Context: an optimization exercise on an open-source flow, tuned for small area, a short achievable clock period and few clock cycles. The choices shown serve that exercise and are no tape-out recipe.
In this exercise RTL edits were held to simulation tests only and were not proved equivalent to the original.
Power is estimated from default activity; no workload was simulated.

lagoon:
## trb_render
module trb_render (
    input  wire        clk,
    input  wire        rst,           
    input  wire        start,         
    input  wire [31:0] xscroll,       
    input  wire [31:0] yscroll,       
    input  wire        transp,        
    input  wire        sheet_valid,
    input  wire [31:0] sheet_dim,     
    output wire        busy,
    output reg         done,
    output wire        err,
    output wire [3:0]  errcode,
    output reg         tile_rd,
    output wire [11:0] tile_addr,
    input  wire [33:0] tile_rdata,    
    output reg         idx_rd,
    output reg  [11:0] idx_addr,
    input  wire [1:0]  idx_rdata,
    output reg         fb_we,
    output reg  [9:0]  fb_addr,
    output reg  [7:0]  fb_wdata
);
    reg busy_r, idle_r, chk;
    assign busy = busy_r;
    wire accept = start & idle_r;
    reg [9:0] sw;
    reg       tr;
    reg       err_r, ec1_r, ec0_r;
    assign err     = err_r;
  ...
Settings: LEC_CHECK=0, CAP_MARGIN=20, CORE_MARGIN=2, CORE_UTILIZATION=40, SLEW_MARGIN=20; clock period 10.0 ns.
standard.sh (not shown) runs the stock make flow with config.mk's settings and CLKGATE_MAP_FILE= SYNTH_SCRIPT=/design/flow/synth_recipe.tcl, a recipe that flattens the netlist after the stock synthesis.
==> flow/flow/run.sh <==
#!/bin/bash
set -euo pipefail
export BUFFER_PORTS_ARGS="-buffer_cell sky130_fd_sc_hd__buf_1"
export SETUP_SLACK_MARGIN=6.95
export CTS_ARGS="-sink_clustering_enable -repair_clock_nets -dont_use_dummy_load -balance_levels -buf_list {sky130_fd_sc_hd__clkbuf_8}"
bash standard.sh > standard.log 2>&1
Testbench counts of lagoon, summed over its fixed seeds: cycles 62,952.
#### Input delta (pepper over lagoon)
- putting ABC_AREA at 1 where nothing was set
--- a/flow/flow/run.sh
+++ b/flow/flow/run.sh
@@ -5 +5 @@
-export CTS_ARGS="-sink_clustering_enable -repair_clock_nets -dont_use_dummy_load -balance_levels -buf_list {sky130_fd_sc_hd__clkbuf_8}"
+export CTS_ARGS="-sink_clustering_enable -repair_clock_nets -dont_use_dummy_load -buf_list {sky130_fd_sc_hd__clkbuf_4 sky130_fd_sc_hd__clkbuf_8}"
### Flow results
pepper vs. lagoon: critical path depth barely changed, via count picked up an extra 514, leakage dissipation has increased.
pepper against lagoon: shortest clock period the worst path allows after layout has increased, vertical extent of the die has increased, synthesis-to-layout area growth has decreased, post-layout instance area has increased.
What yarrow does differently from pepper at the input level:
- clearing ABC_AREA, which used to be 1
==> flow/flow/run.sh <==
#!/bin/bash
set -euo pipefail
export BUFFER_PORTS_ARGS="-buffer_cell sky130_fd_sc_hd__buf_1"
export SETUP_SLACK_MARGIN=6.95
export CTS_ARGS="-sink_clustering_enable -repair_clock_nets -dont_use_dummy_load -sink_clustering_size 40 -sink_clustering_max_diameter 300 -sink_clustering_levels 1 -buf_list {sky130_fd_sc_hd__clkbuf_4 sky130_fd_sc_hd__clkbuf_8}"
bash standard.sh > standard.log 2>&1
## What came out
The higher post-synthesis compound-gate area fraction of pepper and yarrow is in pepper.
Going from pepper to yarrow, sequential share of layout area picked up an extra 0.82 points, length in cells of the worst reg-to-reg path lost 1, fraction of power spent switching nets lost 2.4 points, power consumed by combinational cells lost about 7%.
yarrow vs. pepper: number of global-route vias before repair went down by 416.
Diff pepper -> yarrow: weighted congestion reported at the end of routability-driven placement went down 3.9%; first-iteration DRC count went down 86; synthesized cell count went down 146.
pepper ended up with sky130_fd_sc_hd__edfxtp_1 as its slowest cell on the critical path; yarrow ended up with sky130_fd_sc_hd__dfxtp_1.
Modified inputs, amber compared to yarrow
- putting CTS_BUF_LIST at sky130_fd_sc_hd__clkbuf_4 sky130_fd_sc_hd__clkbuf_8 where nothing was set
- swapping 40 for 65 in CORE_UTILIZATION
==> flow/flow/run.sh <==
#!/bin/bash
set -euo pipefail
export BUFFER_PORTS_ARGS="-buffer_cell sky130_fd_sc_hd__buf_1"
export SETUP_SLACK_MARGIN=6.95
bash standard.sh > standard.log 2>&1
## What came out
The flow did not stop early for amber: all stages ran, and the layout cleared the timing, DRC and antenna checks.
Of the two candidates, yarrow has the better overall power consumption and amber the worse one.
Between amber and yarrow, the non-clock buffering overhead in the final layout does not differ in any meaningful way.
Run comparison: yarrow endpoint of the most critical setup path fb_addr[1]; amber endpoint of the most critical setup path tile_addr[3]
The core of amber is more densely filled than that of yarrow.

Setup of 02-03:
trb_render, a different RTL version from the one above (not shown whole).
For scale: roughly 680 cells after synthesis, roughly 160 flip-flops.
clock: 10.0 ns
lec_check: 0
cap_margin: 20
core_margin: 2
core_utilization: 40
cts_buf_list: sky130_fd_sc_hd__clkbuf_4 sky130_fd_sc_hd__clkbuf_8
slew_margin: 20
==> flow/flow/run.sh <==
#!/bin/bash
set -euo pipefail
export BUFFER_PORTS_ARGS="-buffer_cell sky130_fd_sc_hd__buf_1"
bash standard.sh > standard.log 2>&1
Testbench counts of 02-03, summed over its fixed seeds: cycles 63,016.
> inputs changed (02-03 -> 11-15)
# 02-03
export LEC_CHECK = 0
export CAP_MARGIN = 20
export CORE_MARGIN = 2
export CORE_UTILIZATION = 40
export CTS_BUF_LIST = sky130_fd_sc_hd__clkbuf_4 sky130_fd_sc_hd__clkbuf_8
export SLEW_MARGIN = 20
create_clock -name core_clock -period 10.0 [get_ports {clk}]
# 11-15
export LEC_CHECK = 0
export CAP_MARGIN = 20
export CORE_MARGIN = 2
export CORE_UTILIZATION = 40
export SLEW_MARGIN = 20
create_clock -name core_clock -period 10.0 [get_ports {clk}]
Notes after the runs:
- Multi-input gate share of the layout cell area was higher in the run labelled 02-03.
- Cell with the largest stage delay on the worst path = edfxtp_1: 02-03; cell with the largest stage delay on the worst path = mux4_2: 11-15
- Compared 11-15 vs 02-03, and portion of total power attributed to the clock network is up in 11-15.
- Reported for 02-03 and 11-15, number of instances in the synthesized netlist turned out identical to the last digit.
- Detail-routed net length per standard cell: 11-15 > 02-03

==> static timing again, ports no longer ideal <==
Ports are ideal in the flow. The routed layouts listed here were re-timed in OpenROAD. Step 1 sets driving cells, clkbuf_16 on the clock port and buf_2 on the other inputs (assumed; they add their load-dependent delay and slew). Step 2 times the ports against the registers' clock, not the clock port: input delays grow and output delays shrink by t, the midpoint of the rising clock arrivals with the driver on. Three values: ideal ports, drivers, drivers and shift; two values: the first two.
run | t, ns | slack for setup (ns) | worst hold slack (ns) | slew at the worst register clock pin (ns) | worst data-port slew with drivers (ns)
lagoon | 0.451 | 7.023 / 6.986 / 6.658 | 0.331 / 0.331 / 0.331 | 0.07 / 0.07 | 0.05
pepper | 0.461 | 7.005 / 6.969 / 6.566 | 0.339 / 0.339 / 0.339 | 0.08 / 0.08 | 0.05
yarrow | 0.451 | 7.023 / 6.986 / 6.658 | 0.331 / 0.331 / 0.331 | 0.07 / 0.07 | 0.05
amber | 0.443 | 7.001 / 6.969 / 6.641 | 0.332 / 0.332 / 0.332 | 0.09 / 0.09 | 0.06
02-03 | 0.486 | 6.813 / 6.774 / 6.392 | 0.331 / 0.331 / 0.331 | 0.09 / 0.09 | 0.06
11-15 | 0.462 | 6.809 / 6.812 / 6.366 | 0.326 / 0.326 / 0.326 | 0.07 / 0.07 | 0.06
After both steps every run listed still meets setup and hold. For 11-15, which loses most, drivers alone change the setup slack by +0.003 ns; drivers and shift together by -0.443 ns.
